Source: an optimization exercise on an open RTL-to-GDS flow (aim: small area, a short achievable clock period and few clock cycles). Production flows keep margins and buffers that such runs may drop. Function was checked by simulation only, so behaviour that the tests miss may differ from the original.

===== design.v =====
module ssdv_huff_dec(tsel, w, n, run, size);
  input [1:0] tsel;
  wire [1:0] tsel;
  input [15:0] w;
  wire [15:0] w;
  output [4:0] n;
  wire [4:0] n;
  output [3:0] run;
  wire [3:0] run;
  output [3:0] size;
  wire [3:0] size;
  wire _0000_;
  wire _0001_;
  wire _0002_;
  wire _0003_;
  wire _0004_;
  wire _0005_;
  wire _0006_;
  wire _0007_;
  wire _0008_;
  wire _0009_;
  wire _0010_;
  wire _0011_;
  wire _0012_;
  wire _0013_;
  wire _0014_;
  wire _0015_;
  wire _0016_;
  wire _0017_;
  wire _0018_;
  wire _0019_;
  wire _0020_;
  wire _0021_;
  wire _0022_;
  wire _0023_;
  wire _0024_;
  wire _0025_;
  wire _0026_;
  wire _0027_;
  wire _0028_;
  wire _0029_;
  wire _0030_;
  wire _0031_;
  wire _0032_;
  wire _0033_;
  wire _0034_;
  wire _0035_;
  wire _0036_;
  wire _0037_;
  wire _0038_;
  wire _0039_;
  wire _0040_;
  wire _0041_;
  wire _0042_;
  wire _0043_;
  wire _0044_;
  wire _0045_;
  wire _0046_;
  wire _0047_;
  wire _0048_;
  wire _0049_;
  wire _0050_;
  wire _0051_;
  wire _0052_;
  wire _0053_;
  wire _0054_;
  wire _0055_;
  wire _0056_;
  wire _0057_;
  wire _0058_;
  wire _0059_;
  wire _0060_;
  wire _0061_;
  wire _0062_;
  wire _0063_;
  wire _0064_;
  wire _0065_;
  wire _0066_;
  wire _0067_;
  wire _0068_;
  wire _0069_;
  wire _0070_;
  wire _0071_;
  wire _0072_;
  wire _0073_;
  wire _0074_;
  wire _0075_;
  wire _0076_;
  wire _0077_;
  wire _0078_;
  wire _0079_;
  wire _0080_;
  wire _0081_;
  wire _0082_;
  wire _0083_;
  wire _0084_;
  wire _0085_;
  wire _0086_;
  wire _0087_;
  wire _0088_;
  wire _0089_;
  wire _0090_;
  wire _0091_;
  wire _0092_;
  wire _0093_;
  wire _0094_;
  wire _0095_;
  wire _0096_;
  wire _0097_;
  wire _0098_;
  wire _0099_;
  wire _0100_;
  wire _0101_;
  wire _0102_;
  wire _0103_;
  wire _0104_;
  wire _0105_;
  wire _0106_;
  wire _0107_;
  wire _0108_;
  wire _0109_;
  wire _0110_;
  wire _0111_;
  wire _0112_;
  wire _0113_;
  wire _0114_;
  wire _0115_;
  wire _0116_;
  wire _0117_;
  wire _0118_;
  wire _0119_;
  wire _0120_;
  wire _0121_;
  wire _0122_;
  wire _0123_;
  wire _0124_;
  wire _0125_;
  wire _0126_;
  wire _0127_;
  wire _0128_;
  wire _0129_;
  wire _0130_;
  wire _0131_;
  wire _0132_;
  wire _0133_;
  wire _0134_;
  wire _0135_;
  wire _0136_;
  wire _0137_;
  wire _0138_;
  wire _0139_;
  wire _0140_;
  wire _0141_;
  wire _0142_;
  wire _0143_;
  wire _0144_;
  wire _0145_;
  wire _0146_;
  wire _0147_;
  wire _0148_;
  wire _0149_;
  wire _0150_;
  wire _0151_;
  wire _0152_;
  wire _0153_;
  wire _0154_;
  wire _0155_;
  wire _0156_;
  wire _0157_;
  wire _0158_;
  wire _0159_;
  wire _0160_;
  wire _0161_;
  wire _0162_;
  wire _0163_;
  wire _0164_;
  wire _0165_;
  wire _0166_;
  wire _0167_;
  wire _0168_;
  wire _0169_;
  wire _0170_;
  wire _0171_;
  wire _0172_;
  wire _0173_;
  wire _0174_;
  wire _0175_;
  wire _0176_;
  wire _0177_;
  wire _0178_;
  wire _0179_;
  wire _0180_;
  wire _0181_;
  wire _0182_;
  wire _0183_;
  wire _0184_;
  wire _0185_;
  wire _0186_;
  wire _0187_;
  wire _0188_;
  wire _0189_;
  wire _0190_;
  wire _0191_;
  wire _0192_;
  wire _0193_;
  wire _0194_;
  wire _0195_;
  wire _0196_;
  wire _0197_;
  wire _0198_;
  wire _0199_;
  wire _0200_;
  wire _0201_;
  wire _0202_;
  wire _0203_;
  wire _0204_;
  wire _0205_;
  wire _0206_;
  wire _0207_;
  wire _0208_;
  wire _0209_;
  wire _0210_;
  wire _0211_;
  wire _0212_;
  wire _0213_;
  wire _0214_;
  wire _0215_;
  wire _0216_;
  wire _0217_;
  wire _0218_;
  wire _0219_;
  wire _0220_;
  wire _0221_;
  wire _0222_;
  wire _0223_;
  wire _0224_;
  wire _0225_;
  wire _0226_;
  wire _0227_;
  wire _0228_;
  wire _0229_;
  wire _0230_;
  wire _0231_;
  wire _0232_;
  wire _0233_;
  wire _0234_;
  wire _0235_;
  wire _0236_;
  wire _0237_;
  wire _0238_;
  wire _0239_;
  wire _0240_;
  wire _0241_;
  wire _0242_;
  wire _0243_;
  wire _0244_;
  wire _0245_;
  wire _0246_;
  wire _0247_;
  wire _0248_;
  wire _0249_;
  wire _0250_;
  wire _0251_;
  wire _0252_;
  wire _0253_;
  wire _0254_;
  wire _0255_;
  wire _0256_;
  wire _0257_;
  wire _0258_;
  wire _0259_;
  wire _0260_;
  wire _0261_;
  wire _0262_;
  wire _0263_;
  wire _0264_;
  wire _0265_;
  wire _0266_;
  wire _0267_;
  wire _0268_;
  wire _0269_;
  wire _0270_;
  wire _0271_;
  wire _0272_;
  wire _0273_;
  wire _0274_;
  wire _0275_;
  wire _0276_;
  wire _0277_;
  wire _0278_;
  wire _0279_;
  wire _0280_;
  wire _0281_;
  wire _0282_;
  wire _0283_;
  wire _0284_;
  wire _0285_;
  wire _0286_;
  wire _0287_;
  wire _0288_;
  wire _0289_;
  wire _0290_;
  wire _0291_;
  wire _0292_;
  wire _0293_;
  wire _0294_;
  wire _0295_;
  wire _0296_;
  wire _0297_;
  wire _0298_;
  wire _0299_;
  wire _0300_;
  wire _0301_;
  wire _0302_;
  wire _0303_;
  wire _0304_;
  wire _0305_;
  wire _0306_;
  wire _0307_;
  wire _0308_;
  wire _0309_;
  wire _0310_;
  wire _0311_;
  wire _0312_;
  wire _0313_;
  wire _0314_;
  wire _0315_;
  wire _0316_;
  wire _0317_;
  wire _0318_;
  wire _0319_;
  wire _0320_;
  wire _0321_;
  wire _0322_;
  wire _0323_;
  wire _0324_;
  wire _0325_;
  wire _0326_;
  wire _0327_;
  wire _0328_;
  wire _0329_;
  wire _0330_;
  wire _0331_;
  wire _0332_;
  wire _0333_;
  wire _0334_;
  wire _0335_;
  wire _0336_;
  wire _0337_;
  wire _0338_;
  wire _0339_;
  wire _0340_;
  wire _0341_;
  wire _0342_;
  wire _0343_;
  wire _0344_;
  wire _0345_;
  wire _0346_;
  wire _0347_;
  wire _0348_;
  wire _0349_;
  wire _0350_;
  wire _0351_;
  wire _0352_;
  wire _0353_;
  wire _0354_;
  wire _0355_;
  wire _0356_;
  wire _0357_;
  wire _0358_;
  wire _0359_;
  wire _0360_;
  wire _0361_;
  wire _0362_;
  wire _0363_;
  wire _0364_;
  wire _0365_;
  wire _0366_;
  wire _0367_;
  wire _0368_;
  wire _0369_;
  wire _0370_;
  wire _0371_;
  wire _0372_;
  wire _0373_;
  wire _0374_;
  wire _0375_;
  wire _0376_;
  wire _0377_;
  wire _0378_;
  wire _0379_;
  wire _0380_;
  wire _0381_;
  wire _0382_;
  wire _0383_;
  wire _0384_;
  wire _0385_;
  wire _0386_;
  wire _0387_;
  wire _0388_;
  wire _0389_;
  wire _0390_;
  wire _0391_;
  wire _0392_;
  wire _0393_;
  wire _0394_;
  wire _0395_;
  wire _0396_;
  wire _0397_;
  wire _0398_;
  wire _0399_;
  wire _0400_;
  wire _0401_;
  wire _0402_;
  wire _0403_;
  wire _0404_;
  wire _0405_;
  wire _0406_;
  wire _0407_;
  wire _0408_;
  wire _0409_;
  wire _0410_;
  wire _0411_;
  wire _0412_;
  wire _0413_;
  wire _0414_;
  wire _0415_;
  wire _0416_;
  wire _0417_;
  wire _0418_;
  wire _0419_;
  wire _0420_;
  wire _0421_;
  wire _0422_;
  wire _0423_;
  wire _0424_;
  wire _0425_;
  wire _0426_;
  wire _0427_;
  wire _0428_;
  wire _0429_;
  wire _0430_;
  wire _0431_;
  wire _0432_;
  wire _0433_;
  wire _0434_;
  wire _0435_;
  wire _0436_;
  wire _0437_;
  wire _0438_;
  wire _0439_;
  wire _0440_;
  wire _0441_;
  wire _0442_;
  wire _0443_;
  wire _0444_;
  wire _0445_;
  wire _0446_;
  wire _0447_;
  wire _0448_;
  wire _0449_;
  wire _0450_;
  wire _0451_;
  wire _0452_;
  wire _0453_;
  wire _0454_;
  wire _0455_;
  wire _0456_;
  wire _0457_;
  wire _0458_;
  wire _0459_;
  wire _0460_;
  wire _0461_;
  wire _0462_;
  wire _0463_;
  wire _0464_;
  wire _0465_;
  wire _0466_;
  wire _0467_;
  wire _0468_;
  wire _0469_;
  wire _0470_;
  wire _0471_;
  wire _0472_;
  wire _0473_;
  wire _0474_;
  wire _0475_;
  wire _0476_;
  wire _0477_;
  wire _0478_;
  wire _0479_;
  wire _0480_;
  wire _0481_;
  wire _0482_;
  wire _0483_;
  wire _0484_;
  wire _0485_;
  wire _0486_;
  wire _0487_;
  wire _0488_;
  wire _0489_;
  wire _0490_;
  wire _0491_;
  wire _0492_;
  wire _0493_;
  wire _0494_;
  wire _0495_;
  wire _0496_;
  wire _0497_;
  wire _0498_;
  wire _0499_;
  wire _0500_;
  wire _0501_;
  wire _0502_;
  wire _0503_;
  wire _0504_;
  wire _0505_;
  wire _0506_;
  wire _0507_;
  wire _0508_;
  wire _0509_;
  wire _0510_;
  wire _0511_;
  wire _0512_;
  wire _0513_;
  wire _0514_;
  wire _0515_;
  wire _0516_;
  wire _0517_;
  wire _0518_;
  wire _0519_;
  wire _0520_;
  wire _0521_;
  wire _0522_;
  wire _0523_;
  wire _0524_;
  wire _0525_;
  wire _0526_;
  wire _0527_;
  wire _0528_;
  wire _0529_;
  wire _0530_;
  wire _0531_;
  wire _0532_;
  wire _0533_;
  wire _0534_;
  wire _0535_;
  wire _0536_;
  wire _0537_;
  wire _0538_;
  wire _0539_;
  wire _0540_;
  wire _0541_;
  wire _0542_;
  wire _0543_;
  wire _0544_;
  wire _0545_;
  wire _0546_;
  wire _0547_;
  wire _0548_;
  wire _0549_;
  wire _0550_;
  wire _0551_;
  wire _0552_;
  wire _0553_;
  wire _0554_;
  wire _0555_;
  wire _0556_;
  wire _0557_;
  wire _0558_;
  wire _0559_;
  wire _0560_;
  wire _0561_;
  wire _0562_;
  wire _0563_;
  wire _0564_;
  wire _0565_;
  wire _0566_;
  wire _0567_;
  wire _0568_;
  wire _0569_;
  wire _0570_;
  wire _0571_;
  wire _0572_;
  wire _0573_;
  wire _0574_;
  wire _0575_;
  wire _0576_;
  wire _0577_;
  wire _0578_;
  wire _0579_;
  wire _0580_;
  wire _0581_;
  wire _0582_;
  wire _0583_;
  wire _0584_;
  wire _0585_;
  wire _0586_;
  wire _0587_;
  wire _0588_;
  wire _0589_;
  wire _0590_;
  wire _0591_;
  wire _0592_;
  wire _0593_;
  wire _0594_;
  wire _0595_;
  wire _0596_;
  wire _0597_;
  wire _0598_;
  wire _0599_;
  wire _0600_;
  wire _0601_;
  wire _0602_;
  wire _0603_;
  wire _0604_;
  wire _0605_;
  wire _0606_;
  wire _0607_;
  wire _0608_;
  wire _0609_;
  wire _0610_;
  wire _0611_;
  wire _0612_;
  wire _0613_;
  wire _0614_;
  wire _0615_;
  wire _0616_;
  wire _0617_;
  wire _0618_;
  wire _0619_;
  wire _0620_;
  wire _0621_;
  wire _0622_;
  wire _0623_;
  wire _0624_;
  wire _0625_;
  wire _0626_;
  wire _0627_;
  wire _0628_;
  wire _0629_;
  wire _0630_;
  wire _0631_;
  wire _0632_;
  wire _0633_;
  wire _0634_;
  wire _0635_;
  wire _0636_;
  wire _0637_;
  wire _0638_;
  wire _0639_;
  wire _0640_;
  wire _0641_;
  wire _0642_;
  wire _0643_;
  wire _0644_;
  wire _0645_;
  wire _0646_;
  wire _0647_;
  wire _0648_;
  wire _0649_;
  assign _0219_ = w[9] & w[10];
  assign _0230_ = ~_0219_;
  assign _0241_ = ~w[11];
  assign _0251_ = ~w[12];
  assign _0262_ = w[13] & ~(w[14]);
  assign _0273_ = _0262_ | ~(w[15]);
  assign _0284_ = w[13] & ~(_0273_);
  assign _0295_ = _0284_ & ~(_0251_);
  assign _0306_ = _0295_ & ~(_0241_);
  assign _0317_ = w[7] & w[8];
  assign _0328_ = ~(_0317_ & _0306_);
  assign _0339_ = ~(_0328_ | _0230_);
  assign _0349_ = ~_0339_;
  assign _0360_ = ~(w[5] & w[6]);
  assign _0371_ = ~(_0360_ & _0339_);
  assign _0381_ = w[15] & ~(w[14]);
  assign _0392_ = _0381_ & ~(w[12]);
  assign _0402_ = _0371_ & ~(_0392_);
  assign _0413_ = tsel[0] & ~(_0402_);
  assign _0424_ = ~(_0413_ | _0349_);
  assign _0435_ = ~w[9];
  assign _0446_ = ~tsel[1];
  assign _0456_ = _0306_ & ~(_0446_);
  assign _0467_ = _0456_ & ~(_0435_);
  assign _0478_ = ~w[10];
  assign _0489_ = _0478_ & ~(_0317_);
  assign _0499_ = _0489_ & _0467_;
  assign _0510_ = _0456_ & ~(_0230_);
  assign _0521_ = ~w[7];
  assign _0532_ = _0521_ ? w[6] : _0360_;
  assign _0543_ = _0532_ | w[8];
  assign _0554_ = ~w[5];
  assign _0565_ = w[6] | w[7];
  assign _0575_ = _0554_ & ~(_0565_);
  assign _0585_ = _0543_ & ~(_0575_);
  assign _0596_ = ~tsel[0];
  assign _0606_ = ~(w[7] | w[8]);
  assign _0616_ = w[6] & ~(_0606_);
  assign _0620_ = _0596_ & ~(_0616_);
  assign _0621_ = ~(_0620_ & _0585_);
  assign _0622_ = _0510_ & ~(_0621_);
  assign _0623_ = tsel[0] | ~(w[8]);
  assign _0624_ = w[6] & ~(_0623_);
  assign _0625_ = w[5] | ~(w[4]);
  assign _0626_ = _0625_ | ~(_0624_);
  assign _0627_ = _0510_ & ~(_0626_);
  assign _0628_ = _0627_ | _0622_;
  assign _0629_ = _0628_ | _0499_;
  assign _0630_ = ~(tsel[0] & w[8]);
  assign _0631_ = ~(w[9] | w[10]);
  assign _0632_ = ~(_0631_ & _0456_);
  assign _0633_ = ~(_0632_ | _0630_);
  assign _0634_ = w[10] & ~(_0317_);
  assign _0635_ = w[10] | ~(tsel[0]);
  assign _0636_ = ~(_0635_ & _0623_);
  assign _0637_ = _0636_ | _0634_;
  assign _0638_ = _0456_ & ~(_0637_);
  assign _0639_ = _0638_ | _0633_;
  assign _0640_ = tsel[0] & tsel[1];
  assign _0641_ = ~(_0640_ & _0219_);
  assign _0642_ = _0641_ | ~(_0306_);
  assign _0643_ = ~(_0642_ | _0585_);
  assign _0644_ = w[15] & ~(w[13]);
  assign _0645_ = tsel[1] & ~(w[12]);
  assign _0646_ = tsel[0] & ~(_0645_);
  assign _0647_ = _0644_ & ~(_0646_);
  assign _0648_ = tsel[0] & ~(w[11]);
  assign _0649_ = ~_0648_;
  assign _0000_ = _0647_ & ~(_0649_);
  assign _0001_ = w[6] & w[10];
  assign _0002_ = ~(_0001_ & _0317_);
  assign _0003_ = _0456_ & ~(_0002_);
  assign _0004_ = _0003_ | _0000_;
  assign _0005_ = _0004_ | _0643_;
  assign _0006_ = _0005_ | _0639_;
  assign _0007_ = _0006_ | _0629_;
  assign _0008_ = ~(_0007_ | _0424_);
  assign _0009_ = tsel[1] & ~(tsel[0]);
  assign _0010_ = _0295_ & ~(_0446_);
  assign _0011_ = _0010_ & ~(_0631_);
  assign _0012_ = w[12] & ~(w[11]);
  assign _0013_ = ~(_0012_ & _0284_);
  assign _0014_ = ~(_0013_ | _0011_);
  assign _0015_ = ~(_0014_ & _0009_);
  assign _0016_ = ~(tsel[0] | w[10]);
  assign _0017_ = ~_0016_;
  assign _0018_ = ~(_0645_ & w[11]);
  assign _0019_ = _0018_ | ~(_0284_);
  assign _0020_ = _0017_ & ~(_0019_);
  assign _0021_ = _0640_ & _0381_;
  assign _0022_ = ~(w[14] | w[15]);
  assign _0023_ = _0022_ & _0009_;
  assign _0024_ = _0023_ | _0021_;
  assign _0025_ = w[15] | ~(w[14]);
  assign _0026_ = tsel[0] & ~(_0025_);
  assign _0027_ = _0026_ | _0024_;
  assign _0028_ = _0596_ & ~(_0025_);
  assign _0029_ = _0644_ | _0381_;
  assign _0030_ = _0029_ | _0028_;
  assign _0031_ = tsel[0] | tsel[1];
  assign _0032_ = _0031_ | ~(w[13]);
  assign _0033_ = _0030_ & ~(_0032_);
  assign _0034_ = _0033_ | _0027_;
  assign _0035_ = _0034_ | _0020_;
  assign _0036_ = _0015_ & ~(_0035_);
  assign _0037_ = ~(tsel[0] | w[8]);
  assign _0038_ = _0037_ & ~(_0360_);
  assign _0039_ = _0017_ & ~(_0038_);
  assign _0040_ = _0467_ & ~(_0039_);
  assign _0041_ = ~w[14];
  assign _0042_ = _0647_ & ~(_0041_);
  assign _0043_ = _0009_ & ~(_0012_);
  assign _0044_ = _0043_ | ~(_0042_);
  assign _0045_ = ~(w[12] & w[13]);
  assign _0046_ = _0381_ & ~(_0045_);
  assign _0047_ = _0046_ & _0009_;
  assign _0048_ = _0047_ | ~(_0044_);
  assign _0049_ = _0030_ & ~(_0048_);
  assign _0050_ = _0049_ & _0042_;
  assign _0051_ = w[14] & ~(_0645_);
  assign _0052_ = _0051_ | tsel[0];
  assign _0053_ = _0052_ | ~(_0284_);
  assign _0054_ = ~(_0053_ | _0020_);
  assign _0055_ = _0054_ & ~(_0241_);
  assign _0056_ = ~(_0013_ | _0641_);
  assign _0057_ = _0056_ & ~(w[8]);
  assign _0058_ = _0057_ | _0055_;
  assign _0059_ = _0058_ | _0050_;
  assign _0060_ = _0059_ | _0040_;
  assign _0061_ = _0036_ & ~(_0060_);
  assign _0062_ = ~(_0061_ & _0008_);
  assign _0063_ = ~w[2];
  assign _0064_ = ~(w[4] | w[5]);
  assign _0065_ = _0064_ & ~(w[3]);
  assign _0066_ = tsel[0] & ~(w[6]);
  assign _0067_ = _0066_ & _0065_;
  assign _0068_ = ~_0317_;
  assign _0069_ = _0510_ & ~(_0068_);
  assign _0070_ = _0069_ & _0067_;
  assign _0071_ = _0070_ & ~(_0063_);
  assign _0072_ = _0065_ & ~(w[1]);
  assign _0073_ = w[2] | w[6];
  assign _0074_ = _0072_ & ~(_0073_);
  assign _0075_ = _0069_ & ~(_0596_);
  assign _0076_ = ~w[6];
  assign _0077_ = ~(w[3] & w[0]);
  assign _0078_ = ~(w[4] & w[5]);
  assign _0079_ = w[3] & ~(_0078_);
  assign _0080_ = ~(w[2] & w[3]);
  assign _0081_ = _0080_ & _0064_;
  assign _0082_ = ~(_0081_ | _0079_);
  assign _0083_ = _0082_ | _0077_;
  assign _0084_ = _0082_ & ~(w[0]);
  assign _0085_ = ~w[3];
  assign _0086_ = ~(w[2] & w[1]);
  assign _0087_ = _0085_ & ~(_0086_);
  assign _0088_ = _0087_ & ~(_0078_);
  assign _0089_ = _0088_ | _0084_;
  assign _0090_ = _0089_ | ~(_0083_);
  assign _0091_ = w[4] & ~(w[1]);
  assign _0092_ = w[3] & ~(w[0]);
  assign _0093_ = _0092_ | _0091_;
  assign _0094_ = w[1] & ~(w[4]);
  assign _0095_ = _0094_ | w[2];
  assign _0096_ = _0093_ & ~(_0095_);
  assign _0097_ = _0096_ | w[5];
  assign _0098_ = _0093_ & ~(_0094_);
  assign _0099_ = w[2] & ~(_0098_);
  assign _0100_ = _0097_ & ~(_0099_);
  assign _0101_ = w[3] | w[0];
  assign _0102_ = _0101_ & _0077_;
  assign _0103_ = ~(_0102_ | _0079_);
  assign _0104_ = _0100_ ? _0102_ : _0103_;
  assign _0105_ = _0076_ ? _0090_ : _0104_;
  assign _0106_ = _0105_ & _0075_;
  assign _0107_ = ~(w[2] | w[4]);
  assign _0108_ = _0107_ & ~(w[1]);
  assign _0109_ = w[2] | w[0];
  assign _0110_ = _0091_ & ~(_0109_);
  assign _0111_ = _0101_ & ~(_0110_);
  assign _0112_ = ~(_0111_ | _0108_);
  assign _0113_ = w[6] & ~(w[5]);
  assign _0114_ = ~w[4];
  assign _0115_ = _0114_ & ~(_0086_);
  assign _0116_ = _0115_ & ~(_0092_);
  assign _0117_ = _0113_ & ~(_0116_);
  assign _0118_ = ~(_0117_ & _0102_);
  assign _0119_ = ~_0092_;
  assign _0120_ = w[3] | ~(w[0]);
  assign _0121_ = ~(_0120_ | _0091_);
  assign _0122_ = _0121_ | _0095_;
  assign _0123_ = _0122_ & ~(_0116_);
  assign _0124_ = ~(_0123_ | _0360_);
  assign _0125_ = w[1] & ~(_0092_);
  assign _0126_ = _0107_ & ~(_0125_);
  assign _0127_ = _0126_ | _0360_;
  assign _0128_ = _0127_ & ~(_0124_);
  assign _0129_ = _0119_ & ~(_0128_);
  assign _0130_ = _0118_ & ~(_0129_);
  assign _0131_ = ~(_0130_ | _0112_);
  assign _0132_ = ~w[0];
  assign _0133_ = _0086_ | ~(_0079_);
  assign _0134_ = w[2] | w[3];
  assign _0135_ = w[1] & ~(_0134_);
  assign _0136_ = _0064_ & ~(_0135_);
  assign _0137_ = _0133_ & ~(_0136_);
  assign _0138_ = _0132_ & ~(_0137_);
  assign _0139_ = w[5] | ~(w[3]);
  assign _0140_ = _0094_ & ~(_0139_);
  assign _0141_ = _0140_ | _0063_;
  assign _0142_ = _0141_ | _0137_;
  assign _0143_ = _0107_ & ~(_0139_);
  assign _0144_ = _0143_ | _0132_;
  assign _0145_ = _0142_ & ~(_0144_);
  assign _0146_ = _0145_ | w[6];
  assign _0147_ = ~(_0146_ | _0138_);
  assign _0148_ = _0069_ & ~(tsel[0]);
  assign _0149_ = _0148_ & ~(_0147_);
  assign _0150_ = _0149_ & ~(_0131_);
  assign _0151_ = _0150_ | _0106_;
  assign _0152_ = _0151_ & ~(_0074_);
  assign _0153_ = _0152_ | _0071_;
  assign n[0] = _0062_ & ~(_0153_);
  assign _0154_ = ~_0064_;
  assign _0155_ = _0132_ & ~(_0086_);
  assign _0156_ = _0133_ & ~(_0155_);
  assign _0157_ = _0154_ & ~(_0156_);
  assign _0158_ = _0091_ & ~(_0101_);
  assign _0159_ = _0083_ & ~(_0158_);
  assign _0160_ = _0554_ & ~(_0159_);
  assign _0161_ = _0140_ | w[6];
  assign _0162_ = _0161_ | _0160_;
  assign _0163_ = ~(_0094_ | _0091_);
  assign _0164_ = ~w[1];
  assign _0165_ = _0164_ & ~(_0092_);
  assign _0166_ = _0165_ | _0554_;
  assign _0167_ = _0166_ | _0163_;
  assign _0168_ = w[1] | ~(w[2]);
  assign _0169_ = _0168_ | _0064_;
  assign _0170_ = _0167_ & ~(_0169_);
  assign _0171_ = _0170_ | _0162_;
  assign _0172_ = _0171_ | _0157_;
  assign _0173_ = _0091_ | _0063_;
  assign _0174_ = _0117_ & ~(_0173_);
  assign _0175_ = _0124_ | _0596_;
  assign _0176_ = ~(_0175_ | _0174_);
  assign _0177_ = _0080_ & ~(_0135_);
  assign _0178_ = w[4] & ~(_0177_);
  assign _0179_ = _0158_ & ~(_0063_);
  assign _0180_ = _0179_ | _0127_;
  assign _0181_ = _0180_ | _0178_;
  assign _0182_ = ~_0181_;
  assign _0183_ = w[6] & ~(_0097_);
  assign _0184_ = _0099_ ? _0182_ : _0183_;
  assign _0185_ = _0184_ | ~(_0176_);
  assign _0186_ = _0172_ & ~(_0185_);
  assign _0187_ = w[0] & ~(_0094_);
  assign _0188_ = _0187_ | _0104_;
  assign _0189_ = _0091_ ? _0109_ : _0063_;
  assign _0190_ = _0188_ & ~(_0189_);
  assign _0191_ = ~(_0115_ & _0132_);
  assign _0192_ = ~(_0191_ & _0113_);
  assign _0193_ = _0192_ | _0190_;
  assign _0194_ = _0140_ & ~(_0155_);
  assign _0195_ = w[1] | ~(w[0]);
  assign _0196_ = _0063_ & ~(_0195_);
  assign _0197_ = ~(_0196_ | _0194_);
  assign _0198_ = _0109_ & _0086_;
  assign _0199_ = _0154_ & ~(_0198_);
  assign _0200_ = _0199_ | _0072_;
  assign _0201_ = _0197_ & ~(_0200_);
  assign _0202_ = _0201_ | w[6];
  assign _0203_ = ~(_0181_ & _0596_);
  assign _0204_ = _0203_ | ~(_0202_);
  assign _0205_ = _0193_ & ~(_0204_);
  assign _0206_ = _0205_ | _0186_;
  assign _0207_ = ~_0069_;
  assign _0208_ = _0070_ & ~(w[2]);
  assign _0209_ = _0208_ | _0207_;
  assign _0210_ = _0209_ | _0206_;
  assign _0211_ = _0624_ & ~(_0064_);
  assign _0212_ = _0543_ & ~(_0211_);
  assign _0213_ = _0510_ & ~(_0212_);
  assign _0214_ = tsel[0] & ~(tsel[1]);
  assign _0215_ = _0219_ | ~(_0214_);
  assign _0216_ = _0306_ & ~(_0215_);
  assign _0217_ = _0216_ | _0069_;
  assign _0218_ = _0217_ | _0003_;
  assign _0220_ = ~(_0218_ | _0213_);
  assign _0221_ = tsel[0] & ~(w[7]);
  assign _0222_ = _0221_ & ~(w[8]);
  assign _0223_ = _0222_ & _0499_;
  assign _0224_ = _0284_ & ~(tsel[1]);
  assign _0225_ = _0224_ & ~(_0306_);
  assign _0226_ = ~(_0225_ | _0048_);
  assign _0227_ = w[10] & w[11];
  assign _0228_ = _0295_ & ~(_0227_);
  assign _0229_ = _0284_ & ~(_0649_);
  assign _0231_ = _0229_ | _0228_;
  assign _0232_ = _0231_ | ~(_0226_);
  assign _0233_ = _0232_ & ~(_0223_);
  assign _0234_ = _0616_ & _0510_;
  assign _0235_ = _0435_ & ~(_0328_);
  assign _0236_ = _0317_ ? _0635_ : _0478_;
  assign _0237_ = _0236_ | ~(_0456_);
  assign _0238_ = ~(_0237_ | _0235_);
  assign _0239_ = _0238_ & ~(_0234_);
  assign _0240_ = _0239_ | _0233_;
  assign _0242_ = _0240_ | _0424_;
  assign _0243_ = _0220_ & ~(_0242_);
  assign n[3] = _0210_ & ~(_0243_);
  assign _0244_ = _0115_ & ~(_0192_);
  assign _0245_ = _0171_ | ~(_0143_);
  assign _0246_ = _0085_ & ~(_0115_);
  assign _0247_ = _0111_ & ~(_0246_);
  assign _0248_ = _0113_ & ~(_0247_);
  assign _0249_ = _0086_ & ~(_0094_);
  assign _0250_ = _0249_ | _0077_;
  assign _0252_ = _0158_ | _0360_;
  assign _0253_ = _0114_ & ~(_0080_);
  assign _0254_ = ~(_0134_ | _0094_);
  assign _0255_ = _0254_ | _0253_;
  assign _0256_ = _0255_ | _0252_;
  assign _0257_ = _0250_ & ~(_0256_);
  assign _0258_ = _0257_ | _0248_;
  assign _0259_ = _0245_ & ~(_0258_);
  assign _0260_ = _0087_ | _0154_;
  assign _0261_ = _0260_ | _0190_;
  assign _0263_ = _0087_ & ~(_0064_);
  assign _0264_ = _0086_ & ~(_0085_);
  assign _0265_ = _0264_ | w[6];
  assign _0266_ = _0265_ | _0263_;
  assign _0267_ = _0261_ & ~(_0266_);
  assign _0268_ = _0259_ & ~(_0267_);
  assign _0269_ = _0268_ | _0155_;
  assign _0270_ = _0087_ & ~(w[0]);
  assign _0271_ = _0270_ | _0162_;
  assign _0272_ = _0269_ & ~(_0271_);
  assign _0274_ = _0156_ & ~(_0202_);
  assign _0275_ = w[4] | ~(w[2]);
  assign _0276_ = _0275_ & ~(_0110_);
  assign _0277_ = _0554_ & ~(_0276_);
  assign _0278_ = ~_0100_;
  assign _0279_ = _0100_ & ~(_0076_);
  assign _0280_ = w[3] ? _0278_ : _0279_;
  assign _0281_ = _0274_ ? _0277_ : _0280_;
  assign _0282_ = _0281_ | _0272_;
  assign _0283_ = _0282_ | ~(_0186_);
  assign _0285_ = _0086_ & ~(w[3]);
  assign _0286_ = _0259_ & ~(_0285_);
  assign _0287_ = ~(_0286_ & w[4]);
  assign _0288_ = _0287_ | ~(_0283_);
  assign _0289_ = _0114_ & ~(_0286_);
  assign _0290_ = _0289_ | _0065_;
  assign _0291_ = _0288_ & ~(_0290_);
  assign _0292_ = _0291_ | _0244_;
  assign _0293_ = _0114_ & ~(_0283_);
  assign _0294_ = _0293_ | _0207_;
  assign _0296_ = _0292_ & ~(_0294_);
  assign _0297_ = w[9] & ~(_0317_);
  assign _0298_ = _0037_ ? _0435_ : _0297_;
  assign _0299_ = _0298_ | _0241_;
  assign _0300_ = _0596_ & ~(_0299_);
  assign _0301_ = _0230_ & ~(_0300_);
  assign _0302_ = tsel[0] & ~(w[8]);
  assign _0303_ = tsel[0] & ~(w[5]);
  assign _0304_ = w[6] & ~(_0303_);
  assign _0305_ = w[9] & ~(_0304_);
  assign _0307_ = _0305_ | w[7];
  assign _0308_ = w[8] & ~(w[7]);
  assign _0309_ = tsel[0] | ~(w[5]);
  assign _0310_ = _0308_ & ~(_0309_);
  assign _0311_ = _0310_ | ~(_0227_);
  assign _0312_ = _0307_ & ~(_0311_);
  assign _0313_ = _0312_ | _0302_;
  assign _0314_ = _0313_ | _0301_;
  assign _0315_ = ~(_0227_ & _0010_);
  assign _0316_ = _0076_ & ~(_0315_);
  assign _0318_ = _0316_ | _0435_;
  assign _0319_ = _0002_ & ~(_0302_);
  assign _0320_ = _0319_ | _0241_;
  assign _0321_ = _0318_ & ~(_0320_);
  assign _0322_ = _0314_ & ~(_0321_);
  assign _0323_ = _0010_ & ~(_0322_);
  assign _0324_ = _0054_ | _0643_;
  assign _0325_ = _0324_ | _0070_;
  assign _0326_ = _0219_ & ~(_0596_);
  assign _0327_ = _0016_ | w[11];
  assign _0329_ = _0521_ & ~(_0630_);
  assign _0330_ = _0329_ | ~(_0327_);
  assign _0331_ = ~(_0330_ & _0011_);
  assign _0332_ = ~(_0331_ | _0326_);
  assign _0333_ = _0332_ & ~(_0649_);
  assign _0334_ = ~_0640_;
  assign _0335_ = _0049_ & ~(_0041_);
  assign _0336_ = _0335_ & ~(_0334_);
  assign _0337_ = _0336_ | _0333_;
  assign _0338_ = _0337_ | _0325_;
  assign _0340_ = _0338_ | _0323_;
  assign run[1] = _0340_ | _0296_;
  assign _0341_ = tsel[0] & ~(_0282_);
  assign _0342_ = _0596_ & ~(_0268_);
  assign _0343_ = _0342_ | _0349_;
  assign _0344_ = _0343_ | _0341_;
  assign _0345_ = ~(_0632_ | w[8]);
  assign _0346_ = _0219_ & ~(w[8]);
  assign _0347_ = _0346_ | _0251_;
  assign _0348_ = _0347_ & ~(_0012_);
  assign _0350_ = _0031_ | ~(_0284_);
  assign _0351_ = _0348_ & ~(_0350_);
  assign _0352_ = ~(_0351_ | _0345_);
  assign _0353_ = w[12] | ~(w[10]);
  assign _0354_ = _0284_ & ~(_0353_);
  assign _0355_ = _0354_ | _0046_;
  assign _0356_ = _0352_ & ~(_0355_);
  assign _0357_ = _0356_ | _0334_;
  assign _0358_ = _0336_ & ~(_0241_);
  assign _0359_ = w[9] & ~(_0489_);
  assign _0361_ = w[11] & ~(_0359_);
  assign _0362_ = w[7] & ~(w[8]);
  assign _0363_ = _0361_ & ~(_0362_);
  assign _0364_ = w[7] & ~(_0360_);
  assign _0365_ = _0001_ & ~(_0364_);
  assign _0366_ = _0346_ & ~(_0066_);
  assign _0367_ = _0366_ & ~(_0365_);
  assign _0368_ = ~(_0001_ & _0114_);
  assign _0369_ = _0308_ & ~(_0368_);
  assign _0370_ = _0327_ & ~(_0369_);
  assign _0372_ = w[9] & ~(_0370_);
  assign _0373_ = _0372_ | _0367_;
  assign _0374_ = _0373_ | _0363_;
  assign _0375_ = _0011_ & ~(_0374_);
  assign _0376_ = _0375_ | _0060_;
  assign _0377_ = _0376_ | _0358_;
  assign _0378_ = _0357_ & ~(_0377_);
  assign run[0] = _0344_ & ~(_0378_);
  assign _0379_ = _0168_ & _0067_;
  assign _0380_ = _0379_ | w[5];
  assign _0382_ = _0380_ ^ _0288_;
  assign _0383_ = _0069_ & ~(_0382_);
  assign _0384_ = _0362_ | _0308_;
  assign _0385_ = ~(_0384_ & _0316_);
  assign _0386_ = _0585_ & ~(_0222_);
  assign _0387_ = _0001_ & ~(_0386_);
  assign _0388_ = _0037_ & ~(_0365_);
  assign _0389_ = w[6] | ~(w[7]);
  assign _0390_ = _0389_ & ~(_0310_);
  assign _0391_ = _0634_ & ~(_0390_);
  assign _0393_ = _0391_ | _0388_;
  assign _0394_ = _0393_ | _0387_;
  assign _0395_ = _0385_ & ~(_0394_);
  assign _0396_ = _0467_ & ~(_0395_);
  assign _0397_ = _0332_ | _0020_;
  assign _0398_ = _0397_ | _0396_;
  assign run[2] = _0398_ | _0383_;
  assign _0399_ = ~_0360_;
  assign _0400_ = _0510_ & ~(_0521_);
  assign _0401_ = ~(_0400_ & _0399_);
  assign _0403_ = _0401_ | _0288_;
  assign _0404_ = _0510_ & ~(_0565_);
  assign _0405_ = _0404_ | _0326_;
  assign _0406_ = _0239_ & ~(_0405_);
  assign _0407_ = ~(_0113_ & _0339_);
  assign _0408_ = w[12] & ~(w[13]);
  assign _0409_ = _0018_ & ~(_0408_);
  assign _0410_ = w[14] & ~(_0409_);
  assign _0411_ = _0410_ | _0014_;
  assign _0412_ = _0407_ & ~(_0411_);
  assign _0414_ = tsel[0] & ~(_0412_);
  assign _0415_ = _0009_ & ~(w[13]);
  assign _0416_ = _0415_ & ~(_0335_);
  assign _0417_ = _0416_ | _0627_;
  assign _0418_ = ~(_0417_ | _0414_);
  assign _0419_ = _0418_ & ~(_0406_);
  assign _0420_ = ~(_0306_ & _0446_);
  assign _0421_ = _0420_ | _0317_;
  assign _0422_ = _0421_ & ~(_0235_);
  assign _0423_ = _0422_ | _0478_;
  assign _0425_ = _0346_ | tsel[1];
  assign _0426_ = ~(_0425_ | _0423_);
  assign _0427_ = ~(tsel[1] | w[13]);
  assign _0428_ = _0427_ & ~(_0041_);
  assign _0429_ = _0428_ | _0026_;
  assign _0430_ = ~(_0429_ | _0426_);
  assign _0431_ = _0630_ | ~(_0219_);
  assign _0432_ = _0013_ | ~(_0431_);
  assign _0433_ = _0036_ & ~(_0432_);
  assign _0434_ = ~(_0052_ | _0273_);
  assign _0436_ = w[13] & ~(_0214_);
  assign _0437_ = _0381_ & ~(_0436_);
  assign _0438_ = _0024_ & ~(_0437_);
  assign _0439_ = _0438_ | _0434_;
  assign _0440_ = _0439_ | _0003_;
  assign _0441_ = _0440_ | _0639_;
  assign _0442_ = _0400_ & ~(_0394_);
  assign _0443_ = ~_0221_;
  assign _0444_ = _0606_ | w[5];
  assign _0445_ = _0317_ | tsel[0];
  assign _0447_ = _0444_ ? _0443_ : _0445_;
  assign _0448_ = _0316_ & ~(_0447_);
  assign _0449_ = _0448_ | _0442_;
  assign _0450_ = _0449_ | _0441_;
  assign _0451_ = ~(_0450_ | _0433_);
  assign _0452_ = ~(_0451_ & _0430_);
  assign _0453_ = _0419_ & ~(_0452_);
  assign _0454_ = _0453_ | _0151_;
  assign size[0] = _0403_ & ~(_0454_);
  assign _0455_ = _0413_ | ~(_0220_);
  assign _0457_ = _0234_ & ~(_0455_);
  assign _0458_ = ~(_0431_ | _0154_);
  assign _0459_ = _0457_ & ~(_0458_);
  assign _0460_ = ~(_0298_ & _0443_);
  assign _0461_ = _0456_ & ~(_0460_);
  assign _0462_ = _0229_ & ~(_0446_);
  assign _0463_ = _0462_ & ~(_0011_);
  assign _0464_ = _0463_ | _0461_;
  assign _0465_ = _0015_ & ~(_0464_);
  assign _0466_ = _0478_ & ~(_0465_);
  assign _0468_ = _0032_ | ~(_0381_);
  assign _0469_ = ~(_0468_ & _0226_);
  assign _0470_ = _0469_ | _0217_;
  assign _0471_ = _0470_ & ~(_0208_);
  assign _0472_ = _0471_ | _0466_;
  assign _0473_ = ~(_0110_ & _0079_);
  assign _0474_ = ~(_0473_ & _0086_);
  assign _0475_ = ~(_0474_ | _0171_);
  assign _0476_ = _0176_ & ~(_0475_);
  assign _0477_ = _0114_ & ~(_0264_);
  assign _0479_ = _0477_ | _0063_;
  assign _0480_ = _0107_ | _0360_;
  assign _0481_ = _0135_ | _0480_;
  assign _0482_ = _0481_ | ~(_0479_);
  assign _0483_ = _0482_ & ~(_0274_);
  assign _0484_ = _0483_ | _0074_;
  assign _0485_ = _0183_ & ~(_0099_);
  assign _0486_ = _0485_ | tsel[0];
  assign _0487_ = _0484_ & ~(_0486_);
  assign _0488_ = _0487_ | _0476_;
  assign _0490_ = _0100_ ? _0120_ : _0119_;
  assign _0491_ = ~(_0490_ ^ _0163_);
  assign _0492_ = _0491_ | ~(_0485_);
  assign _0493_ = ~(_0492_ & _0069_);
  assign _0494_ = _0488_ & ~(_0493_);
  assign _0495_ = _0472_ & ~(_0494_);
  assign size[2] = _0495_ | _0459_;
  assign _0496_ = _0606_ & ~(_0642_);
  assign _0497_ = _0031_ | ~(_0295_);
  assign _0498_ = _0497_ | _0361_;
  assign _0500_ = _0299_ & ~(_0498_);
  assign _0501_ = _0500_ | _0496_;
  assign _0502_ = _0501_ | _0455_;
  assign _0503_ = _0331_ | w[10];
  assign _0504_ = _0016_ & ~(_0297_);
  assign _0505_ = _0113_ & ~(_0431_);
  assign _0506_ = _0505_ | _0504_;
  assign _0507_ = _0503_ & ~(_0506_);
  assign _0508_ = _0456_ & ~(_0507_);
  assign _0509_ = _0214_ & _0335_;
  assign _0511_ = _0645_ | ~(_0647_);
  assign _0512_ = _0044_ & ~(_0511_);
  assign _0513_ = ~(_0512_ | _0056_);
  assign _0514_ = ~(_0513_ & _0352_);
  assign _0515_ = _0514_ | _0509_;
  assign _0516_ = _0515_ | _0508_;
  assign _0517_ = ~(_0221_ & _0554_);
  assign _0518_ = _0510_ & ~(_0517_);
  assign _0519_ = _0016_ & ~(_0013_);
  assign _0520_ = _0028_ & ~(_0427_);
  assign _0522_ = _0520_ | _0437_;
  assign _0523_ = _0522_ | _0519_;
  assign _0524_ = _0523_ | _0463_;
  assign _0525_ = _0524_ | _0518_;
  assign _0526_ = _0525_ | _0516_;
  assign _0527_ = _0526_ | _0502_;
  assign _0528_ = ~(_0491_ & w[6]);
  assign _0529_ = _0086_ | _0077_;
  assign _0530_ = ~(_0529_ | _0360_);
  assign _0531_ = _0530_ | _0528_;
  assign _0533_ = _0264_ & ~(_0154_);
  assign _0534_ = ~(_0533_ & _0197_);
  assign _0535_ = _0125_ & ~(_0477_);
  assign _0536_ = ~(_0101_ & _0164_);
  assign _0537_ = _0625_ | ~(_0168_);
  assign _0538_ = _0537_ | ~(_0536_);
  assign _0539_ = ~(_0538_ & _0167_);
  assign _0540_ = _0539_ | _0535_;
  assign _0541_ = _0534_ & ~(_0540_);
  assign _0542_ = _0541_ | w[6];
  assign _0544_ = ~(_0542_ & _0075_);
  assign _0545_ = _0531_ & ~(_0544_);
  assign _0546_ = ~(_0528_ | _0139_);
  assign _0547_ = ~(_0146_ ^ _0065_);
  assign _0548_ = ~(_0547_ | _0257_);
  assign _0549_ = _0114_ & ~(_0109_);
  assign _0550_ = _0164_ & ~(_0549_);
  assign _0551_ = ~(_0550_ & _0548_);
  assign _0552_ = ~(_0551_ | _0546_);
  assign _0553_ = w[1] & ~(_0548_);
  assign _0555_ = _0623_ | ~(_0400_);
  assign _0556_ = _0163_ | w[0];
  assign _0557_ = w[2] & ~(w[6]);
  assign _0558_ = _0557_ | _0139_;
  assign _0559_ = _0558_ | _0187_;
  assign _0560_ = _0556_ & ~(_0559_);
  assign _0561_ = _0560_ | _0555_;
  assign _0562_ = _0561_ | _0553_;
  assign _0563_ = ~(_0562_ | _0552_);
  assign _0564_ = _0563_ & ~(_0074_);
  assign _0566_ = _0564_ | _0545_;
  assign size[1] = _0527_ & ~(_0566_);
  assign _0567_ = _0016_ & ~(_0420_);
  assign _0568_ = ~(_0458_ & _0456_);
  assign _0569_ = _0568_ & ~(_0339_);
  assign _0570_ = _0008_ & ~(_0569_);
  assign _0571_ = _0570_ | _0567_;
  assign _0572_ = _0424_ | ~(_0053_);
  assign _0573_ = _0019_ & ~(_0404_);
  assign _0574_ = _0309_ & ~(_0573_);
  assign _0576_ = _0466_ | _0049_;
  assign _0577_ = _0576_ | _0574_;
  assign _0578_ = _0577_ | _0572_;
  assign _0579_ = _0578_ | _0502_;
  assign _0580_ = _0579_ | _0571_;
  assign _0581_ = _0494_ & ~(_0530_);
  assign n[2] = _0580_ & ~(_0581_);
  assign _0582_ = _0544_ & ~(_0563_);
  assign _0583_ = _0544_ & ~(_0530_);
  assign _0584_ = ~(_0583_ | _0528_);
  assign _0586_ = _0584_ | _0208_;
  assign _0587_ = _0586_ | _0582_;
  assign _0588_ = ~(_0390_ | _0315_);
  assign _0589_ = _0519_ & _0011_;
  assign _0590_ = _0262_ & ~(_0009_);
  assign _0591_ = _0590_ & ~(_0646_);
  assign _0592_ = _0591_ | _0022_;
  assign _0593_ = _0592_ | _0567_;
  assign _0594_ = _0593_ | _0589_;
  assign _0595_ = _0594_ | _0588_;
  assign _0597_ = _0419_ & ~(_0595_);
  assign _0598_ = tsel[0] & ~(_0430_);
  assign _0599_ = _0572_ | _0516_;
  assign _0600_ = _0599_ | _0598_;
  assign _0601_ = _0597_ & ~(_0600_);
  assign n[1] = _0587_ & ~(_0601_);
  assign _0602_ = _0530_ | ~(_0069_);
  assign _0603_ = _0206_ & ~(_0602_);
  assign _0604_ = ~(_0423_ | _0218_);
  assign _0605_ = _0604_ | _0223_;
  assign _0607_ = _0605_ | _0603_;
  assign size[3] = _0607_ | _0571_;
  assign _0608_ = ~(_0303_ & _0094_);
  assign _0609_ = _0608_ & _0078_;
  assign _0610_ = _0609_ & ~(_0074_);
  assign _0611_ = _0610_ | _0291_;
  assign _0612_ = _0611_ ? _0076_ : _0399_;
  assign _0613_ = _0069_ & ~(_0612_);
  assign _0614_ = _0406_ | ~(_0385_);
  assign _0615_ = _0614_ & ~(_0518_);
  assign _0617_ = _0615_ | _0633_;
  assign run[3] = _0617_ | _0613_;
  assign _0618_ = _0605_ | _0339_;
  assign _0619_ = _0618_ | _0457_;
  assign n[4] = _0619_ & ~(_0208_);
endmodule
module ssdv_huffdec (
    input  wire        clk,
    input  wire        rst,
    input  wire        in_valid,
    output wire        in_ready,
    input  wire        in_start,
    input  wire [7:0]  in_byte,
    output reg         out_valid,
    input  wire        out_ready,
    output reg  [1:0]  out_kind,
    output reg  [1:0]  out_comp,
    output reg  [5:0]  out_k,
    output reg  [11:0] out_val
);
    localparam K_DC = 2'd0, K_AC = 2'd1, K_END = 2'd2;
    reg  [36:0] acc;
    reg  [5:0]  cnt;         
    reg         pend;        
    reg  [1:0]  pmode;
    reg  [1:0]  mode;        
    reg  [1:0]  comp;        
    reg  [1:0]  ycnt;        
    reg         dc;          
    reg  [5:0]  k;           
    reg         endq;        
    assign in_ready = !pend && (cnt <= 6'd29);
    wire take = in_valid && in_ready;
    wire [62:0] ext = {acc, 26'd0};
    wire [25:0] win = ext[cnt +: 26];
    wire [4:0]  n;
    wire [3:0]  run, size;
    ssdv_huff_dec u_dec (.tsel({!dc, comp != 2'd0}), .w(win[25:10]),
                         .n(n), .run(run), .size(size));
    wire        have    = ({1'b0, n} <= cnt);
    wire        out_free = !out_valid || out_ready;
    wire        fire    = have && out_free && !endq;
    wire        apply_start = pend && !have && !endq;
    wire [25:0] mshift = win >> (5'd26 - n);
    wire [10:0] mask   = ~(11'h7ff << size);
    wire [10:0] mb     = mshift[10:0] & mask;
    wire        mpos   = |(mb & ~(mask >> 1));    
    wire [11:0] mval   = (size == 4'd0) ? 12'd0 :
                         mpos ? {1'b0, mb} : ({1'b1, mb | ~mask} + 12'd1);
    wire        is_eob = !dc && (size == 4'd0) && (run == 4'd0);
    wire        is_zrl = !dc && (size == 4'd0) && (run == 4'd15);
    wire [5:0]  pos    = k + {2'd0, run};
    wire [6:0]  k16    = {1'b0, k} + 7'd16;
    wire        last_y = (mode == 2'd0) ? (ycnt == 2'd3) :
                         (mode == 2'd3) ? 1'b1 : (ycnt == 2'd1);
    wire [1:0]  comp_nb = (comp == 2'd0) ? (last_y ? 2'd1 : 2'd0) :
                          (comp == 2'd1) ? 2'd2 : 2'd0;
    wire [1:0]  ycnt_nb = (comp == 2'd0) ? ycnt + 2'd1 : 2'd0;
    wire [5:0]  cnt_dec = fire ? cnt - {1'b0, n} : cnt;
    always @(posedge clk) begin
        if (rst) begin
            cnt       <= 6'd0;
            pend      <= 1'b0;
            mode      <= 2'd0;
            comp      <= 2'd0;
            ycnt      <= 2'd0;
            dc        <= 1'b1;
            k         <= 6'd1;
            endq      <= 1'b0;
            out_valid <= 1'b0;
        end else begin
            if (take) begin
                if (in_start) begin
                    pend  <= 1'b1;
                    pmode <= in_byte[1:0];
                end else begin
                    acc <= {acc[28:0], in_byte};
                end
            end
            if (apply_start) begin
                cnt  <= take && !in_start ? 6'd8 : 6'd0;
                pend <= 1'b0;
                mode <= pmode;
                comp <= 2'd0;
                ycnt <= 2'd0;
                dc   <= 1'b1;
                k    <= 6'd1;
            end else begin
                cnt <= cnt_dec + ((take && !in_start) ? 6'd8 : 6'd0);
            end
            if (out_valid && out_ready) out_valid <= 1'b0;
            if (endq && out_free) begin
                out_valid <= 1'b1;
                out_kind  <= K_END;
                out_k     <= 6'd0;
                out_val   <= 12'd0;
                endq      <= 1'b0;
            end
            if (fire) begin
                if (dc) begin
                    out_valid <= 1'b1;
                    out_kind  <= K_DC;
                    out_comp  <= comp;
                    out_k     <= 6'd0;
                    out_val   <= mval;
                    dc        <= 1'b0;
                    k         <= 6'd1;
                end else if (is_eob || (is_zrl && k16[6])) begin
                    out_valid <= 1'b1;
                    out_kind  <= K_END;
                    out_comp  <= comp;
                    out_k     <= 6'd0;
                    out_val   <= 12'd0;
                    dc        <= 1'b1;
                    comp      <= comp_nb;
                    ycnt      <= ycnt_nb;
                end else if (is_zrl) begin
                    k <= k16[5:0];
                end else begin
                    out_valid <= 1'b1;
                    out_kind  <= K_AC;
                    out_comp  <= comp;
                    out_k     <= pos;
                    out_val   <= mval;
                    k         <= pos + 6'd1;
                    if (pos == 6'd63) begin
                        endq <= 1'b1;
                        dc   <= 1'b1;
                        comp <= comp_nb;
                        ycnt <= ycnt_nb;
                    end
                end
            end
        end
    end
endmodule

===== run.sh =====
#!/bin/bash
# synth_recipe.tcl (not shown) runs the flow's synth.tcl, then flattens the netlist and writes it again
# the make line also repeats each setting of config.mk as NAME=value (left out here)
make -C /OpenROAD-flow-scripts/flow DESIGN_CONFIG=/design/flow/config.mk WORK_HOME=/design/flow/orfs CLKGATE_MAP_FILE= SYNTH_SCRIPT=/design/flow/synth_recipe.tcl finish

===== config.mk =====
export PLATFORM = sky130hd
export DESIGN_NAME = ssdv_huffdec
export DESIGN_NICKNAME = ssdv_huffdec
export VERILOG_FILES = /design/flow/design.v
export SDC_FILE = /design/flow/constraint.sdc
export NUM_CORES = 4
export LEC_CHECK = 0
export ABC_AREA = 1
export CAP_MARGIN = 20
export CORE_MARGIN = 2
export CORE_UTILIZATION = 60
export CTS_BUF_LIST = sky130_fd_sc_hd__clkbuf_4 sky130_fd_sc_hd__clkbuf_8
export PLACE_DENSITY = 0.75
export SLEW_MARGIN = 20
export SYNTH_MEMORY_MAX_BITS = 65536

===== constraint.sdc =====
create_clock -name core_clock -period 8.0 [get_ports {clk}]
set_input_delay 1.6000 -clock core_clock [delete_from_list [all_inputs] [get_ports {clk}]]
set_output_delay 1.6000 -clock core_clock [all_outputs]
set_load 0.01 [all_outputs]

==> results.toml, run 1 <==
[grt]
grt.total_usage_pct = 41.25
grt_max_degree = 45
overflow = 0
antenna_found_initial = 0
grt_pass1_vias = 12600
grt_pass1_wl_mm = 66.10

[logic_synthesis]
synthTopCellsByCount = "nand2_1, nand3_1, nor2_1, inv_1, o21ai_0"
synth_top_area_cell = "nand2_1"
post-synth-top-count-cell = "nand2_1"
syn_area_per_cell_sq_um = 5.836
ys.flop_type = "edfxtp_1"
synth-edff-count = 61
ys_ff_latch = 83
syn_inst = 1953
postSynth.asyncResetShare_pct = 0
synth_top_area_share_pct = 20.52
synth_area_leaders = "nand2_1, nand3_1, edfxtp_1, nor2_1, inv_1"
ys_types = 58
syn_area_sq_mm = 0.01140
yosysWarnings = 1
yosysSeqAreaShare_pct = 19.94
synth_fp_nets = 1995

[floorplanning]
rows = 50
die_area_sq_mm = 0.02011
io_pins = 37
start_util_pct = 61.13
die_w_um = 141.8
die_h_um = 141.8
core_sq_mm = 0.01864

[sta]
final.setup.tns_ns = 0
slew_violations = 0
period_needed_ns = 7.275
fin_crit_sh_pct = 90.93
worstMarginPinSlew_ns = 1.023
rsz0062_at_grt = "false"
finalHoldViolCount = 0
worst_slack_ns = 0.7253
finClkSkew_ns = 0.02179
holdWs_ns = 0.4997
slew_headroom_pct = 31.40
fmax_mhz = 137.5
finalSetupViolCount = 0

[layout]
nets = 1972
final_area_sq_mm = 0.01189
antennaDiodeCount = 0
syn_to_final_growth_pct = 4.326
drive_gt1_share_pct = 7.287

[setup_path]
worstSetupStartpointType = "flip-flop"
critPathBufInv = 6
cp.arrival_ns = 7.44
cp.required_ns = 8.16
crit_fanout = 41
path_common_cell = "nand2_1"
cpMaxStageDelayCell = "inv_2"
cp-end-kind = "flip-flop"
crit_type = "flip-flop to flip-flop"
slowest_delay_ns = 0.57
crit_family = "simple AND/OR/NAND/NOR gates"

[place]
port_buffers = 36
place_ws_ns = 0.9961
gp_congestion = 1.033
post_dp_cell_area_sq_mm = 0.01169
hpwl_mm = 31.84

[drt]
dr.pass1.iters = 12
viasPerCell = 6.476
drc = 0
routed_wl_mm = 41.76
routedWlPerCell_um = 19.25
drt_iter0_drc = 2075
vias = 14050
antenna_left = 0

[clocking]
postCtsSetupRepairBufs = 0
ctsHtreeMaxLevel = 3
cts_tree = "yes"
clk_latency_ns = 0.39
clk_pin_slew_worst_paths_ns = 0.12
hold_buffers = 0
cts_root_buf = "clkbuf_8"
cts_buffers = 9
clockBufferDepth = 2
postCtsResizedCells = 0
cts_num_sinks = 83

[run_status]
outcome = "finished clean"

[hold_path]
hp-class = "flip-flop to flip-flop"

[job]
maxCapViolCount = 0
## path summary, 6_finish.rpt
path	startpoint	end	slack (ns)	cells after the start
min reg2reg	k[4]	k[4]	0.50	2
min	k[4]	k[4]	0.50	2
max reg2reg	flip-flop	out_val[8]	0.73	41
max	flip-flop	out_val[8]	0.73	41
## per-stage QoR
step	utilization [%]	instances
finish	63.78	2169
global placement	62.70	2153
floorplan	-	1953
global route	63.78	2169
CTS	63.78	2169
detailed placement	62.70	2153
## worst min-delay path, delay by kind of cell, from the launching register on
kind	cells	cell delay [ns]
flip-flops	1	0.34
AND/OR/NAND/NOR	1	0.06
AO/OA/AOI/OAI	1	0.06
## cell families (layout without fill, tap and decap cells)
| kind of cell | after synthesis | in the layout | synth area share (%) |
|---|---|---|---|
| AOI/OAI and AO/OA | 195 | 195 | 9.815 |
| and+or+nand+nor | 1387 | 1387 | 56.02 |
| xor gates and xnor gates | 19 | 19 | 1.526 |
| buffers and inverters | 240 | 222 | 9.386 |
| adders and majority gates | 29 | 29 | 3.315 |
| DFF | 83 | 83 | 19.94 |
## per-layer routing
layer | routed length, um | track usage [%] | vias to the layer above
met1 | 16510 | 57.17 | 6200
li1 | - | - | 6560
met4 | 2064 | 19.05 | 0
met2 | 18050 | 62.90 | 1096
met3 | 5145 | 7.087 | 191
met5 | 0 | 0 | -
## state kept, by name, indices dropped and copies added (netlist names), 2 cells and up, named ones only
name,flops
acc,37
cnt,3
comp,2
k,6
mode,2
out_comp,2
out_k,6
out_kind,2
out_val,12
pmode,2
ycnt,2
## cell type report
class	count	area [sq um]
Multi-Input combinational cell	1630	8060
Timing Repair Buffer	53	488.0
Clock buffer	9	123.9
Sequential cell	83	2272
Tap cell	234	292.8
Fill cell	1792	6753
Inverter	153	576.8
Clock inverter	7	76.32
## cells in the final DEF (no fill, tap or decap), types with 9 or more instances in the layout
cell type        synthesis  final
dfxtp_1                 22     22
buf_4                   13     17
ha_1                    27     27
o21ai_0                 75     75
nor2_1                 161    161
nor3_1                  13     12
nor2_2                  10     10
nand2_1                623    623
a21oi_1                 51     51
nand4_1                 46     46
nand3_1                456    456
nand3_2                 15     15
o211ai_1                13     13
a31oi_1                  9      9
clkbuf_8                 0      9
edfxtp_1                61     61
nand2_2                 19     19
xor2_1                  10     10
nor2_4                   9      9
inv_1                  118    118
clkdlybuf4s50_1          0     36
o21ai_1                 14     14
inv_2                   28     28
Testbench counts, summed over its fixed seeds: cycles 11,360.
==> inputs of run 2 (changes only) <==
--- a/design.v
+++ b/design.v
@@ -1335,7 +1335,7 @@
     output reg  [1:0]  out_kind,
     output reg  [1:0]  out_comp,
     output reg  [5:0]  out_k,
-    output reg  [11:0] out_val
+    output wire [11:0] out_val
 );
     localparam K_DC = 2'd0, K_AC = 2'd1, K_END = 2'd2;
     reg  [36:0] acc;
@@ -1360,12 +1360,14 @@
     wire        out_free = !out_valid || out_ready;
     wire        fire    = have && out_free && !endq;
     wire        apply_start = pend && !have && !endq;
-    wire [25:0] mshift = win >> (5'd26 - n);
+    wire [36:0] mshift = {11'd0, win} << n;
     wire [10:0] mask   = ~(11'h7ff << size);
-    wire [10:0] mb     = mshift[10:0] & mask;
-    wire        mpos   = |(mb & ~(mask >> 1));    
-    wire [11:0] mval   = (size == 4'd0) ? 12'd0 :
-                         mpos ? {1'b0, mb} : ({1'b1, mb | ~mask} + 12'd1);
+    wire [10:0] mb     = mshift[36:26] & mask;
+    wire        mneg   = (size != 4'd0) && !(|(mb & ~(mask >> 1)));
+    wire [11:0] mraw   = mneg ? {1'b1, mb | ~mask} : {1'b0, mb};
+    reg  [11:0] out_raw;
+    reg         out_neg;
+    assign out_val = out_raw + {11'd0, out_neg};
     wire        is_eob = !dc && (size == 4'd0) && (run == 4'd0);
     wire        is_zrl = !dc && (size == 4'd0) && (run == 4'd15);
     wire [5:0]  pos    = k + {2'd0, run};
@@ -1375,7 +1377,8 @@
     wire [1:0]  comp_nb = (comp == 2'd0) ? (last_y ? 2'd1 : 2'd0) :
                           (comp == 2'd1) ? 2'd2 : 2'd0;
     wire [1:0]  ycnt_nb = (comp == 2'd0) ? ycnt + 2'd1 : 2'd0;
-    wire [5:0]  cnt_dec = fire ? cnt - {1'b0, n} : cnt;
+    wire [5:0]  cnt_b   = cnt + ((take && !in_start) ? 6'd8 : 6'd0);
+    wire [5:0]  cnt_nx  = fire ? cnt_b - {1'b0, n} : cnt_b;
     always @(posedge clk) begin
         if (rst) begin
             cnt       <= 6'd0;
@@ -1405,14 +1408,15 @@
                 dc   <= 1'b1;
                 k    <= 6'd1;
             end else begin
-                cnt <= cnt_dec + ((take && !in_start) ? 6'd8 : 6'd0);
+                cnt <= cnt_nx;
             end
             if (out_valid && out_ready) out_valid <= 1'b0;
             if (endq && out_free) begin
                 out_valid <= 1'b1;
                 out_kind  <= K_END;
                 out_k     <= 6'd0;
-                out_val   <= 12'd0;
+                out_raw   <= 12'd0;
+                out_neg   <= 1'b0;
                 endq      <= 1'b0;
             end
             if (fire) begin
@@ -1421,7 +1425,8 @@
                     out_kind  <= K_DC;
                     out_comp  <= comp;
                     out_k     <= 6'd0;
-                    out_val   <= mval;
+                    out_raw   <= mraw;
+                    out_neg   <= mneg;
                     dc        <= 1'b0;
                     k         <= 6'd1;
                 end else if (is_eob || (is_zrl && k16[6])) begin
@@ -1429,7 +1434,8 @@
                     out_kind  <= K_END;
                     out_comp  <= comp;
                     out_k     <= 6'd0;
-                    out_val   <= 12'd0;
+                    out_raw   <= 12'd0;
+                out_neg   <= 1'b0;
                     dc        <= 1'b1;
                     comp      <= comp_nb;
                     ycnt      <= ycnt_nb;
@@ -1440,7 +1446,8 @@
                     out_kind  <= K_AC;
                     out_comp  <= comp;
                     out_k     <= pos;
-                    out_val   <= mval;
+                    out_raw   <= mraw;
+                    out_neg   <= mneg;
                     k         <= pos + 6'd1;
                     if (pos == 6'd63) begin
                         endq <= 1'b1;
--- a/config.mk
+++ b/config.mk
@@ -8,8 +8,8 @@
 export ABC_AREA = 1
 export CAP_MARGIN = 20
 export CORE_MARGIN = 2
-export CORE_UTILIZATION = 60
+export CORE_UTILIZATION = 45
 export CTS_BUF_LIST = sky130_fd_sc_hd__clkbuf_4 sky130_fd_sc_hd__clkbuf_8
-export PLACE_DENSITY = 0.75
+export PLACE_DENSITY = 0.6
 export SLEW_MARGIN = 20
 export SYNTH_MEMORY_MAX_BITS = 65536
==> results.toml, run 2 <==
[run_status]
outcome = "finished clean"

[layout]
reg_top3 = "acc: 37 flops, out_raw: 12 flops"
nets = 2028
regMostFlops = "acc"
largest_reg_flops = 37
drive_gt1_share_pct = 6.495
final_area_sq_mm = 0.01223
layout_commonest_cell = "nand2_1"
layout_common_cells = "nand2_1, nand3_1, nor2_1"
final_util_pct = 48.56
fillers = 2725
syn_to_final_growth_pct = 5.689
antennaDiodeCount = 0

[setup_path]
cpMaxStageDelayCell = "dfxtp_1"
rr_worst_depth = 40
cp.arrival_ns = 7.20
cp.depth = 40
r2r_setup_slack_ns = 1.03
crit_fanout = 35
crit_type = "flip-flop to flip-flop"
crit_family = "simple AND/OR/NAND/NOR gates"
path_common_cell = "nand2_1"
worstSetupStartpointType = "flip-flop"
slowest_delay_ns = 0.75
critPathBufInv = 8
cp-end-kind = "flip-flop"
cp.required_ns = 8.23

[sta]
finalSetupViolCount = 0
finalHoldViolCount = 0
finClkSkew_ns = 0.007860
worstMarginPinSlew_ns = 1.022
slew_violations = 0
slew_headroom_pct = 31.80
fmax_mhz = 143.5
holdWs_ns = 0.4835
fin_crit_sh_pct = 87.13
final.setup.tns_ns = 0
rsz0062_at_grt = "false"
period_needed_ns = 6.970

[floorplanning]
io_pins = 37
start_util_pct = 45.95
die_area_sq_mm = 0.02701
die_h_um = 164.3
rows = 58
core_sq_mm = 0.02518
die_w_um = 164.3

[logic_synthesis]
syn_area_per_cell_sq_um = 5.779
synthTopCellsByCount = "nand2_1, nand3_1, nor2_1, inv_1, nand4_1"
synth_fp_nets = 2049
ys_ff_latch = 84
synth-edff-count = 62
yosysSeqAreaShare_pct = 19.90
ys_types = 57
yosysWarnings = 1
ys.flop_type = "edfxtp_1"
postSynth.asyncResetShare_pct = 0
synth_top_area_share_pct = 21.35
syn_area_sq_mm = 0.01157
synth_area_leaders = "nand2_1, nand3_1, edfxtp_1, nor2_1, inv_1"
post-synth-top-count-cell = "nand2_1"
synth_top_area_cell = "nand2_1"
syn_inst = 2002

[clocking]
clk_latency_ns = 0.36
cts_buffers = 9
ctsHtreeMaxLevel = 3
cts_tree = "yes"
cts_root_buf = "clkbuf_8"
hold_buffers = 0
postCtsSetupRepairBufs = 0
postCtsResizedCells = 0
clockBufferDepth = 2
cts_num_sinks = 84
clk_pin_slew_worst_paths_ns = 0.10

[place]
port_buffers = 36
hpwl_mm = 34.21
post_dp_cell_area_sq_mm = 0.01201
gp_congestion = 0.9780

[drt]
routed_wl_mm = 44.19
routedWlPerCell_um = 19.08
antenna_left = 0
dr.pass1.iters = 8
drt_iter0_drc = 1748
drc = 0
vias = 13830
viasPerCell = 5.973

[grt]
grt.total_usage_pct = 33.10
grt_pass1_wl_mm = 69.97
antenna_found_initial = 0
grt_max_degree = 45
overflow = 0
grt_pass1_vias = 12830

[hold_path]
hp-class = "flip-flop to flip-flop"
min_path_cells = 0

[job]
maxCapViolCount = 0
==> run 2: cell count changes after synthesis, sizes merged, moves of 4 or more <==
| cell | delta |
|---|---|
| xor2 | +4 |
| ha | +5 |
| buf | +6 |
| nand4 | +23 |
| o211ai | -8 |
| nor2 | -10 |
| inv | +20 |
| nor3 | +6 |
| o21ai | -28 |
| nand2 | +34 |
==> run 2: per-stage QoR <==
step / instances / worst slack (ns)
after floorplan: 2002 / 2.699
after global placement: 2300 / 1.328
after detailed placement: 2300 / 1.326
after CTS: 2316 / 1.297
after global routing: 2316 / 0.5130
final: 2316 / 1.030
==> run 2: layout make-up <==
class                           count  area (sq um)  area share [%]
Clock inverter                      7         97.59          0.7981
Timing Repair Buffer               63         563.0           4.605
Tap cell                          330         412.9           3.377
Inverter                          172         645.6           5.280
Sequential cell                    84          2302           18.83
Multi-Input combinational cell   1651          8083           66.10
Clock buffer                        9         123.9           1.013
==> run 2: path summary, 6_finish.rpt <==
check | from | to
worst max-delay path | cnt[3] | k[5]
worst min-delay path | acc[20] | acc[28]
worst max register to register | cnt[3] | k[5]
worst min register to register | acc[20] | acc[28]
==> run 2: cell families (layout without fill, tap and decap cells) <==
kind of cell / after synthesis / in the layout / share of synthesized area [%]
xor gates and xnor gates: 20 / 20 / 1.514
DFF: 84 / 84 / 19.90
AOI/OAI and AO/OA: 161 / 161 / 8.197
adders and majority gates: 34 / 34 / 3.807
and+or+nand+nor: 1436 / 1436 / 56.27
buffers and inverters: 267 / 251 / 10.32
==> run 2: worst register-to-register path, delay by kind of cell (launching register included) <==
| kind | cells | cell delay (ns) |
|---|---|---|
| AOI/OAI and AO/OA | 4 | 0.71 |
| xor gates and xnor gates | 2 | 0.48 |
| adders and majority gates | 3 | 1.00 |
| buffers and inverters | 8 | 0.95 |
| DFF | 1 | 0.75 |
| and+or+nand+nor | 23 | 2.93 |
==> run 2: per-layer routing <==
layer | vias up | part of all wire (%) | GRT usage, %
met5 | - | 0 | 0
met4 | 0 | 4.7 | 15.19
met3 | 138 | 7.5 | 4.217
met2 | 691 | 46 | 53.29
met1 | 6324 | 42 | 44.11
li1 | 6681 | - | -
Testbench counts of run 2, summed over its fixed seeds: cycles 11,360.

==> what the ideal ports hide <==
In the flow no input, the clock included, has a driving cell. The finished layouts below were timed again as built, in two steps.
Step 1 sets driving cells, clkbuf_16 on the clock port and buf_2 on the other inputs (assumed; they add their load-dependent delay and slew).
Step 2 times the ports against the registers' clock, not the clock port: input delays grow and output delays shrink by t, the midpoint of the rising clock arrivals with the driver on.
Slacks: ideal ports / drivers / drivers and shift; pairs: ideal ports / drivers.
| run | shift t [ns] | slack for setup (ns) | hold WS [ns] | worst setup path after step 2 |
|---|---|---|---|---|
| run 1 | 0.426 | 0.725 / 0.725 / 0.725 | 0.500 / 0.500 / 0.500 | register to register |
| run 2 | 0.400 | 1.030 / 1.030 / 1.030 | 0.484 / 0.484 / 0.484 | register to register |
After both steps every run listed still meets setup and hold.
